What follows belongs to an exercise in optimizing a design on an open flow for small area; a production flow would make more cautious choices. The RTL was checked by simulation tests, not by an equivalence proof against the original design. Power and IR drop assume default switching activity.

==> inputs of amber <==
==> flow/design.v <==
module nibble_core #(
    parameter W = 320,
    parameter H = 240
) (
    input  wire         clk,
    input  wire         rst_n,         
    input  wire         cmd_valid,
    output wire         cmd_ready,
    input  wire [127:0] cmd_word,
    output wire         done,
    output wire [2:0]   result,
    output wire         vram_req,
    output wire         vram_we,
    output wire [15:0]  vram_addr,
    output wire [7:0]   vram_wdata,
    input  wire         vram_gnt,
    input  wire [7:0]   vram_rdata,
    output wire         text_req,
    output wire [15:0]  text_addr,
    input  wire         text_gnt,
    input  wire [7:0]   text_rdata,
    output wire         font_req,
    output wire [8:0]   font_addr,
    input  wire         font_gnt,
    input  wire [7:0]   font_rdata
);
    localparam RB  = W / 2;
    localparam SBC = RB * H;
    localparam S_IDLE  = 4'd0;
    localparam S_FIN   = 4'd1;
    localparam S_RD    = 4'd2;    
    localparam S_WR    = 4'd3;    
    localparam S_SRD   = 4'd4;    
    localparam S_SCHK  = 4'd5;    
    localparam S_TRD   = 4'd6;    
    localparam S_FRD   = 4'd7;    
    localparam S_NC    = 4'd8;    
    localparam S_NC2   = 4'd9;    
    localparam S_SETA  = 4'd10;   
    localparam S_START = 4'd11;   
    localparam S_DOWN  = 4'd12;   
    localparam S_CONV  = 4'd13;   
    localparam M_RMW    = 3'd0;
    localparam M_WRBYTE = 3'd1;
    localparam M_CLEAR  = 3'd2;
    localparam M_PIXEL  = 3'd3;
    localparam M_VLINE  = 3'd4;
    localparam M_HLINE  = 3'd5;
    localparam M_GLYPH  = 3'd6;
    localparam M_TEXT   = 3'd7;
    reg [3:0]  state;
    reg [2:0]  mode;
    reg [2:0]  code;
    reg [15:0] ADDR;
    reg        STEP;
    reg [63:0] G;        
    reg [2:0]  ph;       
    reg [7:0]  C;        
    reg [5:0]  CNT;      
    reg [5:0]  I;        
    reg        par;      
    wire [15:0] R16 = G[15:0];
    wire [7:0]  L0  = G[7:0];
    wire [7:0]  L1  = G[15:8];
    wire [127:0] cw = cmd_word;
    wire [7:0]   op = cw[7:0];
    wire z9   = ~|cw[15:9];
    wire z16  = ~|cw[23:16];
    wire z24  = ~|cw[47:24];
    wire z48  = ~|cw[71:48];
    wire z72  = ~|cw[79:72];
    wire z80  = ~|cw[119:80];
    wire z120 = ~|cw[127:120];
    wire z_hi = z80 & z120;
    wire is_sa = (op == 8'h01);
    wire is_ss = (op == 8'h02);
    wire is_wb = (op == 8'h03);
    wire is_rm = (op == 8'h04);
    wire is_cl = (op == 8'h10);
    wire is_sp = (op == 8'h11);
    wire is_dl = (op == 8'h20);
    wire is_dg = (op == 8'h30);
    wire is_ds = (op == 8'h31);
    wire legal = (is_sa & z24 & z48 & z72 & z_hi)
               | (is_ss & z9 & z16 & z24 & z48 & z72 & z_hi)
               | ((is_wb | is_cl) & z16 & z24 & z48 & z72 & z_hi)
               | (is_rm & z24 & z48 & z72 & z_hi)
               | (is_sp & z48 & z72 & z_hi)
               | (is_dl & z_hi)
               | (is_dg & z120)
               | (is_ds & z72 & z_hi);
    wire [15:0] f_x  = cw[23:8];
    wire [15:0] f_y  = cw[39:24];
    wire [15:0] f_x1 = cw[55:40];
    wire [15:0] f_y1 = cw[71:56];
    wire addr_oor = (ADDR >= SBC);
    wire c8_bad   = |cw[15:12];
    wire c40_bad  = |cw[47:44];
    wire c48_bad  = |cw[55:52];
    wire c56_bad  = |cw[63:60];
    wire c64_bad  = |cw[71:68];
    wire c72_bad  = |cw[79:76];
    wire x_oor  = (f_x >= W);
    wire y_oor  = (f_y >= H);
    wire x1_oor = (f_x1 >= W);
    wire y1_oor = (f_y1 >= H);
    wire line_vert = (f_x[8:0] == f_x1[8:0]) && (f_y[7:0] <= f_y1[7:0]);
    wire line_horz = (f_y[7:0] == f_y1[7:0]) && (f_x[8:0] < f_x1[8:0]);
    wire gx_oor = ({1'b0, f_x} + 17'd7 >= W);
    wire gy_oor = ({1'b0, f_y} + 17'd7 >= H);
    wire sy_oor = ({1'b0, f_x1} + 17'd7 >= H);      
    wire [8:0]  ox  = f_x[8:0];
    wire [7:0]  oy  = f_y[7:0];
    wire [15:0] off = {oy, 7'd0} + {3'd0, oy, 5'd0} + {8'd0, ox[8:1]};
    wire [5:0]  scol = (|f_y[15:9] || f_y[8:3] >= 6'd40 || sy_oor) ? 6'd63
                                 : f_y[8:3] + {5'd0, |f_y[2:0]};
    wire        s_full = CNT[5] & (CNT[4] | CNT[3]);
    wire [8:0]  llen = line_vert ? {1'b0, f_y1[7:0]} - {1'b0, f_y[7:0]}
                                 : f_x1[8:0] - f_x[8:0];
    wire [2:0] col = CNT[5:3];
    wire [2:0] row = CNT[2:0] ^ {3{CNT[3]}};
    wire       gbit = (mode == M_TEXT)  ? font_rdata[~col]
                    : (mode == M_GLYPH) ? L0[~col] : 1'b1;
    wire       cring = (mode == M_TEXT) | (mode == M_VLINE) | (mode == M_HLINE);
    wire [3:0] nib = cring ? (gbit ? L0[3:0] : L1[3:0]) : (gbit ? C[3:0] : C[7:4]);
    reg [7:0] mm, mv;
    always @(*) begin
        case (mode)
        M_RMW:    begin mm = L0;    mv = L1; end
        M_WRBYTE: begin mm = 8'hFF; mv = L0; end
        M_CLEAR:  begin mm = 8'hFF; mv = {L0[3:0], L0[3:0]}; end
        default:  begin
            mm = par ? 8'h0F : 8'hF0;
            mv = par ? {4'h0, nib} : {nib, 4'h0};
        end
        endcase
    end
    assign vram_wdata = (vram_rdata & ~mm) | mv;
    reg rd_go;
    always @(*) begin
        case (mode)
        M_RMW, M_WRBYTE, M_CLEAR: rd_go = (ph == 3'd5);
        M_VLINE, M_HLINE: rd_go = (ph == 3'd1);
        M_GLYPH:         rd_go = (ph + 3'd1 == row);
        default:         rd_go = 1'b1;
        endcase
    end
    wire ph6 = (ph == 3'd6);
    wire lastc = &CNT;
    wire wide  = (mode == M_VLINE) | (mode == M_HLINE) | (state == S_CONV);
    wire last  = lastc & (~wide | &I[2:0]);
    wire       gl   = (mode == M_GLYPH) | (mode == M_TEXT);
    wire       vert = (state == S_DOWN) | (mode == M_VLINE) | (gl & (CNT[2:0] != 3'd7) & (state == S_WR));
    wire       up   = gl & CNT[3] & (state == S_WR);
    reg [15:0] dk;
    reg        dc;
    always @(*) begin
        dk = (state == S_CONV) ? 16'hFFA0 : vert ? (up ? 16'hFF60 : 16'd160) : 16'd0;
        dc = (vert | (state == S_CONV)) ? 1'b0 : par;
        case (mode)
        M_WRBYTE: dc = STEP;
        M_CLEAR:  dc = 1'b1;
        default: ;
        endcase
    end
    wire [15:0] anext = ADDR + dk + {15'd0, dc};
    assign cmd_ready  = (state == S_IDLE);
    assign done       = (state == S_FIN);
    assign result     = code;
    assign vram_req   = ((state == S_RD) & rd_go) | (state == S_WR) | (state == S_FRD);
    assign vram_we    = (state == S_WR);
    assign vram_addr  = ADDR;
    assign text_req   = ((state == S_SRD) | (state == S_TRD) | (state == S_NC)) & ph6;
    assign text_addr  = R16 + {10'd0, I};
    assign font_req   = (state == S_FRD);
    assign font_addr  = {text_rdata[6], text_rdata[4:0], row};
    always @(posedge clk) begin
        if (state == S_IDLE) begin
            ph <= 3'd0;
            G[31:0]  <= cw[87:56];
            G[47:32] <= is_ds ? {cw[47:40], cw[32:25]} : cw[103:88];
            G[63:48] <= is_dg ? cw[119:104] : cw[23:8];
            C <= {cw[51:48], cw[43:40]};
        end else begin
            ph <= ph + 3'd1;
            G  <= {G[7:0], G[63:8]};
        end
    end
    always @(posedge clk) begin
        if (!rst_n) begin
            state <= S_IDLE;
            ADDR  <= 16'd0;
            STEP  <= 1'b0;
        end else begin
            case (state)
            S_IDLE: if (cmd_valid) begin
                code  <= 3'd0;
                state <= S_FIN;
                CNT   <= 6'h3F;
                par   <= is_ds ? cw[24] : cw[8];
                I     <= 6'd0;
                if (!legal) code <= 3'd6;
                else if (is_sa) begin
                    if (f_x >= SBC) code <= 3'd1;
                    else            state <= S_SETA;
                end else if (is_ss) begin
                    STEP <= cw[8];
                end else if (is_wb) begin
                    mode <= M_WRBYTE;
                    if (addr_oor) code <= 3'd1;
                    else          state <= S_RD;
                end else if (is_rm) begin
                    mode <= M_RMW;
                    if (addr_oor)  code <= 3'd1;
                    else if (STEP) code <= 3'd5;
                    else           state <= S_RD;
                end else if (is_cl) begin
                    mode <= M_CLEAR;
                    if (c8_bad) code <= 3'd4;
                    else begin
                        ADDR  <= 16'd0;
                        STEP  <= 1'b1;
                        state <= S_RD;
                    end
                end else if (is_sp) begin
                    mode <= M_PIXEL;
                    if (x_oor || y_oor) code <= 3'd1;
                    else if (c40_bad)   code <= 3'd4;
                    else begin
                        ADDR  <= off;
                        STEP  <= 1'b0;
                        state <= S_RD;
                    end
                end else if (is_dl) begin
                    mode <= line_vert ? M_VLINE : M_HLINE;
                    {I[2:0], CNT} <= ~llen;
                    if (x_oor || y_oor || x1_oor || y1_oor) code <= 3'd1;
                    else if (!line_vert && !line_horz)      code <= 3'd2;
                    else if (c72_bad)                       code <= 3'd4;
                    else begin
                        ADDR  <= off;
                        STEP  <= 1'b0;
                        state <= S_RD;
                    end
                end else if (is_dg) begin
                    mode <= M_GLYPH;
                    CNT  <= 6'h00;
                    if (gx_oor || gy_oor)        code <= 3'd1;
                    else if (c40_bad || c48_bad) code <= 3'd4;
                    else begin
                        ADDR  <= off;
                        STEP  <= 1'b0;
                        state <= S_RD;
                    end
                end else begin   
                    mode  <= M_TEXT;
                    CNT   <= scol;
                    if (c56_bad || c64_bad) code <= 3'd4;
                    state <= S_SRD;
                end
            end
            S_SETA: if (ph6) begin
                ADDR  <= R16;
                state <= S_FIN;
            end
            S_RD: if (vram_gnt && rd_go) state <= S_WR;
            S_WR: begin
                state <= (mode == M_TEXT) ? S_TRD : S_RD;
                if (vram_gnt) begin
                    case (mode)
                    M_RMW, M_PIXEL: state <= S_FIN;
                    M_WRBYTE: begin
                        ADDR  <= anext;
                        state <= S_FIN;
                    end
                    M_CLEAR: begin
                        ADDR <= anext;
                        if (ADDR == SBC - 1) state <= S_FIN;
                    end
                    default: begin    
                        if (last) begin
                            CNT   <= 6'h39;
                            I     <= I + 6'd1;
                            state <= (mode == M_TEXT) ? S_NC : (mode == M_GLYPH) ? S_DOWN : S_FIN;
                        end else begin
                            CNT  <= CNT + 6'd1;
                            if (wide && lastc) I <= I + 6'd1;
                            ADDR <= anext;
                            if (!vert) par <= ~par;
                        end
                    end
                    endcase
                end
            end
            S_SRD: if (text_gnt && ph6) state <= S_SCHK;
            S_SCHK: begin
                state <= S_SRD;
                if (text_rdata == 8'd0) begin
                    if (code != 3'd0 || I == 6'd0) state <= S_FIN;
                    else begin
                        I     <= 6'd0;
                        STEP  <= 1'b0;
                        state <= S_START;
                    end
                end else if (s_full) begin
                    code  <= 3'd1;
                    state <= S_FIN;
                end else if (text_rdata < 8'd32 || text_rdata > 8'd95) begin
                    code  <= 3'd3;
                    state <= S_FIN;
                end else begin
                    I   <= I + 6'd1;
                    CNT <= CNT + 6'd1;
                end
            end
            S_START: if (ph == 3'd4) begin
                ADDR  <= R16;
                {I[2:0], CNT} <= {1'b1, ~L1};
                state <= S_CONV;
            end
            S_CONV: begin
                CNT <= CNT + 6'd1;
                if (lastc) I <= I + 6'd1;
                if (last) begin
                    CNT   <= 6'h00;
                    I     <= 6'd0;
                    state <= S_TRD;
                end else
                    ADDR <= anext;
            end
            S_TRD: if (text_gnt && ph6) state <= S_FRD;
            S_FRD: state <= (font_gnt && vram_gnt) ? S_WR : S_TRD;
            S_NC: if (text_gnt && ph6) state <= S_NC2;
            S_NC2: begin
                if (text_rdata == 8'd0) state <= S_DOWN;
                else begin
                    ADDR  <= anext;
                    par   <= ~par;
                    CNT   <= 6'h00;
                    state <= S_TRD;
                end
            end
            S_DOWN: begin
                ADDR <= anext;
                CNT  <= CNT + 6'd1;
                if (lastc) state <= S_FIN;
            end
            S_FIN: state <= S_IDLE;
            default: state <= S_IDLE;
            endcase
        end
    end
endmodule
==> flow/flow/run.sh <==
#!/bin/bash
# Layout flow: the standard ORFS flow (standard.sh), with these changes:
#  - synthesis is ORFS's own synthesis script (the one standard.sh uses), but
#    ABC maps the logic with an area-oriented script (flow/abc_deep.script)
#    instead of ORFS's default one; registers are mapped before ABC runs, so
#    they are the standard synthesis's registers;
#  - adders are not mapped to half/full-adder cells first, so ABC maps
#    them with the rest of the logic (ADDER_MAP_FILE empty);
#  - the port buffers are sky130_fd_sc_hd__buf_1 cells;
#  - clock tree synthesis adds no dummy loads (-dont_use_dummy_load) and
#    clusters up to 24 sinks per leaf buffer.
# Each step writes its full output to a log file of its own in this folder.
set -euo pipefail
cd "$(dirname "$0")/.."
rm -rf synth_scripts
cp -r "$FLOW_HOME/scripts" synth_scripts
cp flow/abc_deep.script synth_scripts/abc_speed.script
bash standard.sh "SCRIPTS_DIR=$PWD/synth_scripts" ADDER_MAP_FILE= synth > synth.log 2>&1
bash standard.sh "BUFFER_PORTS_ARGS=-buffer_cell sky130_fd_sc_hd__buf_1" \
  "CTS_ARGS=-sink_clustering_enable -repair_clock_nets -buf_list sky130_fd_sc_hd__clkbuf_8 -sink_clustering_size 24 -sink_clustering_max_diameter 120 -dont_use_dummy_load" \
  finish > layout.log 2>&1
==> flow/flow/abc_deep.script <==
&get -n
&st
&deepsyn -T 30
&dch -f
&nf -a -R 1000
&st
&dch -f
&nf -a -R 1000
&st
&dch -f
&nf -a -R 1000
&put
topo
stime -c
==> flow/standard.sh <==
#!/bin/bash
# synth_recipe.tcl (not shown) runs the flow's synth.tcl, then flattens the netlist and writes it again
# the make line also repeats each setting of config.mk as NAME=value (left out here)
make -C /OpenROAD-flow-scripts/flow DESIGN_CONFIG=/design/flow/config.mk WORK_HOME=/design/flow/orfs CLKGATE_MAP_FILE= SYNTH_SCRIPT=/design/flow/synth_recipe.tcl "${@:-finish}"
==> flow/config.mk <==
export PLATFORM = sky130hd
export DESIGN_NAME = nibble_core
export DESIGN_NICKNAME = nibble_core
export VERILOG_FILES = /design/flow/design.v
export SDC_FILE = /design/flow/constraint.sdc
export NUM_CORES = 4
export LEC_CHECK = 0
export CAP_MARGIN = 20
export CORE_MARGIN = 2
export CORE_UTILIZATION = 62
export CTS_BUF_LIST = sky130_fd_sc_hd__clkbuf_8
export GPL_TIMING_DRIVEN = 0
export PLACE_DENSITY = 0.72
export SLEW_MARGIN = 20
==> flow/constraint.sdc <==
create_clock -name core_clock -period 6.5 [get_ports {clk}]
set_input_delay 1.3000 -clock core_clock [delete_from_list [all_inputs] [get_ports {clk}]]
set_output_delay 1.3000 -clock core_clock [all_outputs]
set_load 0.01 [all_outputs]
==> inputs of garnet, as changes to amber <==
--- a/flow/flow/run.sh
+++ b/flow/flow/run.sh
@@ -8,6 +8,5 @@
 #    them with the rest of the logic (ADDER_MAP_FILE empty);
 #  - the port buffers are sky130_fd_sc_hd__buf_1 cells;
-#  - clock tree synthesis adds no dummy loads (-dont_use_dummy_load) and
-#    clusters up to 24 sinks per leaf buffer.
+#  - clock tree synthesis adds no dummy loads (-dont_use_dummy_load).
 # Each step writes its full output to a log file of its own in this folder.
 set -euo pipefail
@@ -18,4 +17,4 @@
 bash standard.sh "SCRIPTS_DIR=$PWD/synth_scripts" ADDER_MAP_FILE= synth > synth.log 2>&1
 bash standard.sh "BUFFER_PORTS_ARGS=-buffer_cell sky130_fd_sc_hd__buf_1" \
-  "CTS_ARGS=-sink_clustering_enable -repair_clock_nets -buf_list sky130_fd_sc_hd__clkbuf_8 -sink_clustering_size 24 -sink_clustering_max_diameter 120 -dont_use_dummy_load" \
+  "CTS_ARGS=-sink_clustering_enable -repair_clock_nets -buf_list sky130_fd_sc_hd__clkbuf_8 -dont_use_dummy_load" \
   finish > layout.log 2>&1
--- a/flow/config.mk
+++ b/flow/config.mk
@@ -8,7 +8,7 @@
 export CAP_MARGIN = 20
 export CORE_MARGIN = 2
-export CORE_UTILIZATION = 62
+export CORE_UTILIZATION = 55
 export CTS_BUF_LIST = sky130_fd_sc_hd__clkbuf_8
 export GPL_TIMING_DRIVEN = 0
-export PLACE_DENSITY = 0.72
+export PLACE_DENSITY = 0.65
 export SLEW_MARGIN = 20
==> inputs of yarrow, as changes to amber <==
--- a/flow/design.v
+++ b/flow/design.v
@@ -51,5 +51,5 @@
     reg [3:0]  state;
     reg [2:0]  mode;
-    reg [2:0]  code;
+    reg        ok;       
     reg [15:0] ADDR;
     reg        STEP;
@@ -167,5 +167,5 @@
     assign cmd_ready  = (state == S_IDLE);
     assign done       = (state == S_FIN);
-    assign result     = code;
+    assign result     = ok ? 3'd0 : mode;
     assign vram_req   = ((state == S_RD) & rd_go) | (state == S_WR) | (state == S_FRD);
     assign vram_we    = (state == S_WR);
@@ -195,12 +195,12 @@
             case (state)
             S_IDLE: if (cmd_valid) begin
-                code  <= 3'd0;
+                ok    <= 1'b1;
                 state <= S_FIN;
                 CNT   <= 6'h3F;
                 par   <= is_ds ? cw[24] : cw[8];
                 I     <= 6'd0;
-                if (!legal) code <= 3'd6;
+                if (!legal) begin ok <= 1'b0; mode <= 3'd6; end
                 else if (is_sa) begin
-                    if (f_x >= SBC) code <= 3'd1;
+                    if (f_x >= SBC) begin ok <= 1'b0; mode <= 3'd1; end
                     else            state <= S_SETA;
                 end else if (is_ss) begin
@@ -208,14 +208,14 @@
                 end else if (is_wb) begin
                     mode <= M_WRBYTE;
-                    if (addr_oor) code <= 3'd1;
+                    if (addr_oor) begin ok <= 1'b0; mode <= 3'd1; end
                     else          state <= S_RD;
                 end else if (is_rm) begin
                     mode <= M_RMW;
-                    if (addr_oor)  code <= 3'd1;
-                    else if (STEP) code <= 3'd5;
+                    if (addr_oor)  begin ok <= 1'b0; mode <= 3'd1; end
+                    else if (STEP) begin ok <= 1'b0; mode <= 3'd5; end
                     else           state <= S_RD;
                 end else if (is_cl) begin
                     mode <= M_CLEAR;
-                    if (c8_bad) code <= 3'd4;
+                    if (c8_bad) begin ok <= 1'b0; mode <= 3'd4; end
                     else begin
                         ADDR  <= 16'd0;
@@ -225,6 +225,6 @@
                 end else if (is_sp) begin
                     mode <= M_PIXEL;
-                    if (x_oor || y_oor) code <= 3'd1;
-                    else if (c40_bad)   code <= 3'd4;
+                    if (x_oor || y_oor) begin ok <= 1'b0; mode <= 3'd1; end
+                    else if (c40_bad)   begin ok <= 1'b0; mode <= 3'd4; end
                     else begin
                         ADDR  <= off;
@@ -235,7 +235,7 @@
                     mode <= line_vert ? M_VLINE : M_HLINE;
                     {I[2:0], CNT} <= ~llen;
-                    if (x_oor || y_oor || x1_oor || y1_oor) code <= 3'd1;
-                    else if (!line_vert && !line_horz)      code <= 3'd2;
-                    else if (c72_bad)                       code <= 3'd4;
+                    if (x_oor || y_oor || x1_oor || y1_oor) begin ok <= 1'b0; mode <= 3'd1; end
+                    else if (!line_vert && !line_horz)      begin ok <= 1'b0; mode <= 3'd2; end
+                    else if (c72_bad)                       begin ok <= 1'b0; mode <= 3'd4; end
                     else begin
                         ADDR  <= off;
@@ -246,6 +246,6 @@
                     mode <= M_GLYPH;
                     CNT  <= 6'h00;
-                    if (gx_oor || gy_oor)        code <= 3'd1;
-                    else if (c40_bad || c48_bad) code <= 3'd4;
+                    if (gx_oor || gy_oor)        begin ok <= 1'b0; mode <= 3'd1; end
+                    else if (c40_bad || c48_bad) begin ok <= 1'b0; mode <= 3'd4; end
                     else begin
                         ADDR  <= off;
@@ -256,5 +256,5 @@
                     mode  <= M_TEXT;
                     CNT   <= scol;
-                    if (c56_bad || c64_bad) code <= 3'd4;
+                    ok    <= ~(c56_bad | c64_bad);
                     state <= S_SRD;
                 end
@@ -297,5 +297,8 @@
                 state <= S_SRD;
                 if (text_rdata == 8'd0) begin
-                    if (code != 3'd0 || I == 6'd0) state <= S_FIN;
+                    if (!ok || I == 6'd0) begin
+                        mode  <= 3'd4;
+                        state <= S_FIN;
+                    end
                     else begin
                         I     <= 6'd0;
@@ -304,8 +307,8 @@
                     end
                 end else if (s_full) begin
-                    code  <= 3'd1;
+                    begin ok <= 1'b0; mode <= 3'd1; end
                     state <= S_FIN;
                 end else if (text_rdata < 8'd32 || text_rdata > 8'd95) begin
-                    code  <= 3'd3;
+                    begin ok <= 1'b0; mode <= 3'd3; end
                     state <= S_FIN;
                 end else begin
--- a/flow/flow/run.sh
+++ b/flow/flow/run.sh
@@ -8,6 +8,5 @@
 #    them with the rest of the logic (ADDER_MAP_FILE empty);
 #  - the port buffers are sky130_fd_sc_hd__buf_1 cells;
-#  - clock tree synthesis adds no dummy loads (-dont_use_dummy_load) and
-#    clusters up to 24 sinks per leaf buffer.
+#  - clock tree synthesis adds no dummy loads (-dont_use_dummy_load).
 # Each step writes its full output to a log file of its own in this folder.
 set -euo pipefail
@@ -18,4 +17,4 @@
 bash standard.sh "SCRIPTS_DIR=$PWD/synth_scripts" ADDER_MAP_FILE= synth > synth.log 2>&1
 bash standard.sh "BUFFER_PORTS_ARGS=-buffer_cell sky130_fd_sc_hd__buf_1" \
-  "CTS_ARGS=-sink_clustering_enable -repair_clock_nets -buf_list sky130_fd_sc_hd__clkbuf_8 -sink_clustering_size 24 -sink_clustering_max_diameter 120 -dont_use_dummy_load" \
+  "CTS_ARGS=-sink_clustering_enable -repair_clock_nets -buf_list sky130_fd_sc_hd__clkbuf_8 -dont_use_dummy_load" \
   finish > layout.log 2>&1
==> inputs of tundra, as changes to amber <==
--- a/flow/design.v
+++ b/flow/design.v
@@ -40,5 +40,4 @@
     localparam S_START = 4'd11;   
     localparam S_DOWN  = 4'd12;   
-    localparam S_CONV  = 4'd13;   
     localparam M_RMW    = 3'd0;
     localparam M_WRBYTE = 3'd1;
@@ -110,6 +109,6 @@
     wire gy_oor = ({1'b0, f_y} + 17'd7 >= H);
     wire sy_oor = ({1'b0, f_x1} + 17'd7 >= H);      
-    wire [8:0]  ox  = f_x[8:0];
-    wire [7:0]  oy  = f_y[7:0];
+    wire [8:0]  ox  = is_ds ? f_y[8:0]  : f_x[8:0];
+    wire [7:0]  oy  = is_ds ? f_x1[7:0] : f_y[7:0];
     wire [15:0] off = {oy, 7'd0} + {3'd0, oy, 5'd0} + {8'd0, ox[8:1]};
     wire [5:0]  scol = (|f_y[15:9] || f_y[8:3] >= 6'd40 || sy_oor) ? 6'd63
@@ -122,6 +121,5 @@
     wire       gbit = (mode == M_TEXT)  ? font_rdata[~col]
                     : (mode == M_GLYPH) ? L0[~col] : 1'b1;
-    wire       cring = (mode == M_TEXT) | (mode == M_VLINE) | (mode == M_HLINE);
-    wire [3:0] nib = cring ? (gbit ? L0[3:0] : L1[3:0]) : (gbit ? C[3:0] : C[7:4]);
+    wire [3:0] nib = gbit ? C[3:0] : C[7:4];
     reg [7:0] mm, mv;
     always @(*) begin
@@ -129,5 +127,5 @@
         M_RMW:    begin mm = L0;    mv = L1; end
         M_WRBYTE: begin mm = 8'hFF; mv = L0; end
-        M_CLEAR:  begin mm = 8'hFF; mv = {L0[3:0], L0[3:0]}; end
+        M_CLEAR:  begin mm = 8'hFF; mv = {C[3:0], C[3:0]}; end
         default:  begin
             mm = par ? 8'h0F : 8'hF0;
@@ -140,6 +138,5 @@
     always @(*) begin
         case (mode)
-        M_RMW, M_WRBYTE, M_CLEAR: rd_go = (ph == 3'd5);
-        M_VLINE, M_HLINE: rd_go = (ph == 3'd1);
+        M_RMW, M_WRBYTE: rd_go = (ph == 3'd5);
         M_GLYPH:         rd_go = (ph + 3'd1 == row);
         default:         rd_go = 1'b1;
@@ -148,6 +145,6 @@
     wire ph6 = (ph == 3'd6);
     wire lastc = &CNT;
-    wire wide  = (mode == M_VLINE) | (mode == M_HLINE) | (state == S_CONV);
-    wire last  = lastc & (~wide | &I[2:0]);
+    wire linem = (mode == M_VLINE) | (mode == M_HLINE);
+    wire last  = lastc & (~linem | &I[2:0]);
     wire       gl   = (mode == M_GLYPH) | (mode == M_TEXT);
     wire       vert = (state == S_DOWN) | (mode == M_VLINE) | (gl & (CNT[2:0] != 3'd7) & (state == S_WR));
@@ -156,6 +153,6 @@
     reg        dc;
     always @(*) begin
-        dk = (state == S_CONV) ? 16'hFFA0 : vert ? (up ? 16'hFF60 : 16'd160) : 16'd0;
-        dc = (vert | (state == S_CONV)) ? 1'b0 : par;
+        dk = vert ? (up ? 16'hFF60 : 16'd160) : 16'd0;
+        dc = vert ? 1'b0 : par;
         case (mode)
         M_WRBYTE: dc = STEP;
@@ -179,7 +176,8 @@
             ph <= 3'd0;
             G[31:0]  <= cw[87:56];
-            G[47:32] <= is_ds ? {cw[47:40], cw[32:25]} : cw[103:88];
+            G[47:32] <= is_ds ? off : cw[103:88];
             G[63:48] <= is_dg ? cw[119:104] : cw[23:8];
-            C <= {cw[51:48], cw[43:40]};
+            C[3:0] <= is_ds ? cw[59:56] : is_dl ? cw[75:72] : is_cl ? cw[11:8] : cw[43:40];
+            C[7:4] <= is_ds ? cw[67:64] : cw[51:48];
         end else begin
             ph <= ph + 3'd1;
@@ -198,5 +196,5 @@
                 state <= S_FIN;
                 CNT   <= 6'h3F;
-                par   <= is_ds ? cw[24] : cw[8];
+                par   <= ox[0];
                 I     <= 6'd0;
                 if (!legal) code <= 3'd6;
@@ -285,5 +283,5 @@
                         end else begin
                             CNT  <= CNT + 6'd1;
-                            if (wide && lastc) I <= I + 6'd1;
+                            if (linem && lastc) I <= I + 6'd1;
                             ADDR <= anext;
                             if (!vert) par <= ~par;
@@ -300,4 +298,5 @@
                     else begin
                         I     <= 6'd0;
+                        CNT   <= 6'h00;
                         STEP  <= 1'b0;
                         state <= S_START;
@@ -316,16 +315,5 @@
             S_START: if (ph == 3'd4) begin
                 ADDR  <= R16;
-                {I[2:0], CNT} <= {1'b1, ~L1};
-                state <= S_CONV;
-            end
-            S_CONV: begin
-                CNT <= CNT + 6'd1;
-                if (lastc) I <= I + 6'd1;
-                if (last) begin
-                    CNT   <= 6'h00;
-                    I     <= 6'd0;
-                    state <= S_TRD;
-                end else
-                    ADDR <= anext;
+                state <= S_TRD;
             end
             S_TRD: if (text_gnt && ph6) state <= S_FRD;
==> flow/flow/run.sh (replaced) <==
#!/bin/bash
# Layout flow: the standard ORFS flow (standard.sh), with two changes:
#  - synthesis is ORFS's own synthesis script (the one standard.sh uses), but
#    ABC maps the logic with an area-oriented script (flow/abc_deep.script)
#    instead of ORFS's default one; registers are mapped before ABC runs, so
#    they are the standard synthesis's registers;
#  - the port buffers are sky130_fd_sc_hd__buf_1 cells.
# Each step writes its full output to a log file of its own in this folder.
set -euo pipefail
cd "$(dirname "$0")/.."
rm -rf synth_scripts
cp -r "$FLOW_HOME/scripts" synth_scripts
cp flow/abc_deep.script synth_scripts/abc_speed.script
bash standard.sh "SCRIPTS_DIR=$PWD/synth_scripts" synth > synth.log 2>&1
bash standard.sh "BUFFER_PORTS_ARGS=-buffer_cell sky130_fd_sc_hd__buf_1" finish > layout.log 2>&1
==> flow/flow/abc_deep.script (replaced) <==
&get -n
&st
&deepsyn -T 30
&dch -f
&nf -a -R 1000
&put
topo
stime -c
--- a/flow/config.mk
+++ b/flow/config.mk
@@ -8,7 +8,6 @@
 export CAP_MARGIN = 20
 export CORE_MARGIN = 2
-export CORE_UTILIZATION = 62
+export CORE_UTILIZATION = 55
 export CTS_BUF_LIST = sky130_fd_sc_hd__clkbuf_8
-export GPL_TIMING_DRIVEN = 0
-export PLACE_DENSITY = 0.72
+export PLACE_DENSITY = 0.65
 export SLEW_MARGIN = 20
==> qor summary <==
metric                                                                                   amber                  garnet                   yarrow                  tundra
Wire per inst                                                                          21.0 um                 21.1 um                  21.4 um                 21.6 um
Seq cells                                                                                  115                     115                      113                     115
Outcome                                                                         finished clean          finished clean           finished clean          finished clean
Final cell count without fillers                                                          1435                    1449                     1464                    1552
Proportion of synthesized chip area in sequential cells                                  33.0%                   33.0%                    32.1%                   30.2%
Number of nets produced by synthesis                                                      1192                    1192                     1213                    1334
Most frequent standard cell in the layout excluding fill and tap cells  sky130_fd_sc_hd__buf_1  sky130_fd_sc_hd__buf_1  sky130_fd_sc_hd__nor2_1  sky130_fd_sc_hd__buf_1
Share of the core filled with cells in the final layout                                  74.9%                   66.0%                    73.4%                   66.2%
Vias after detailed routing                                                               9585                    9517                     9851                    9855
Std cell rows                                                                               40                      43                       41                      45
Total number of nets in the final design                                                  1427                    1429                     1451                    1577
Count of instances resized after the clock tree is built                                     0                       0                        4                       0
Compound-Gate Fraction of Synth Area                                                     25.4%                   25.4%                    23.9%                   22.2%
Number of antenna repair diodes                                                              0                       0                        1                       0
Clk Latency, worst-skew pair                                                            450 ps                  450 ps                   460 ps                  470 ps
Power in combinational cells                                                         0.00178 W               0.00180 W                0.00189 W               0.00162 W
Count of buffering cells on the critical path with inverters included                        1                       1                        2                       2
Clock network power                                                                 0.000483 W              0.000488 W               0.000487 W              0.000711 W
Crit path largest cell delay                                                            520 ps                  540 ps                   470 ps                  560 ps

-- afterwards: timing with drivers on the ports --
No port has a modelled driver above. Below, the same layouts with a new extraction and two added sets of constraints.
Step 1: set_driving_cell puts a clkbuf_16 on clk and a buf_2 on each other input, an assumption about the parent block.
Step 2, shift: input delay + t, output delay - t, t = (earliest + latest rising clock arrival at the registers) / 2. This alone moves slack from input paths to output paths.
Slacks: ideal ports / drivers / drivers and shift; pairs: ideal ports / drivers.
| run | shift t [ns] | setup slack, ns | worst setup path at the end |
|---|---|---|---|
| amber | 0.480 | 0.208 / 0.223 / -0.257 | input to register |
| garnet | 0.478 | 0.419 / 0.435 / -0.043 | input to register |
| yarrow | 0.487 | 0.252 / 0.270 / -0.217 | input to register |
| tundra | 0.499 | 0.907 / 0.913 / 0.414 | input to register |
Met with ideal ports but missed after step 2: setup timing in amber, garnet and yarrow. For tundra, which loses most, drivers alone change the setup slack by +0.006 ns; drivers and shift together by -0.493 ns.
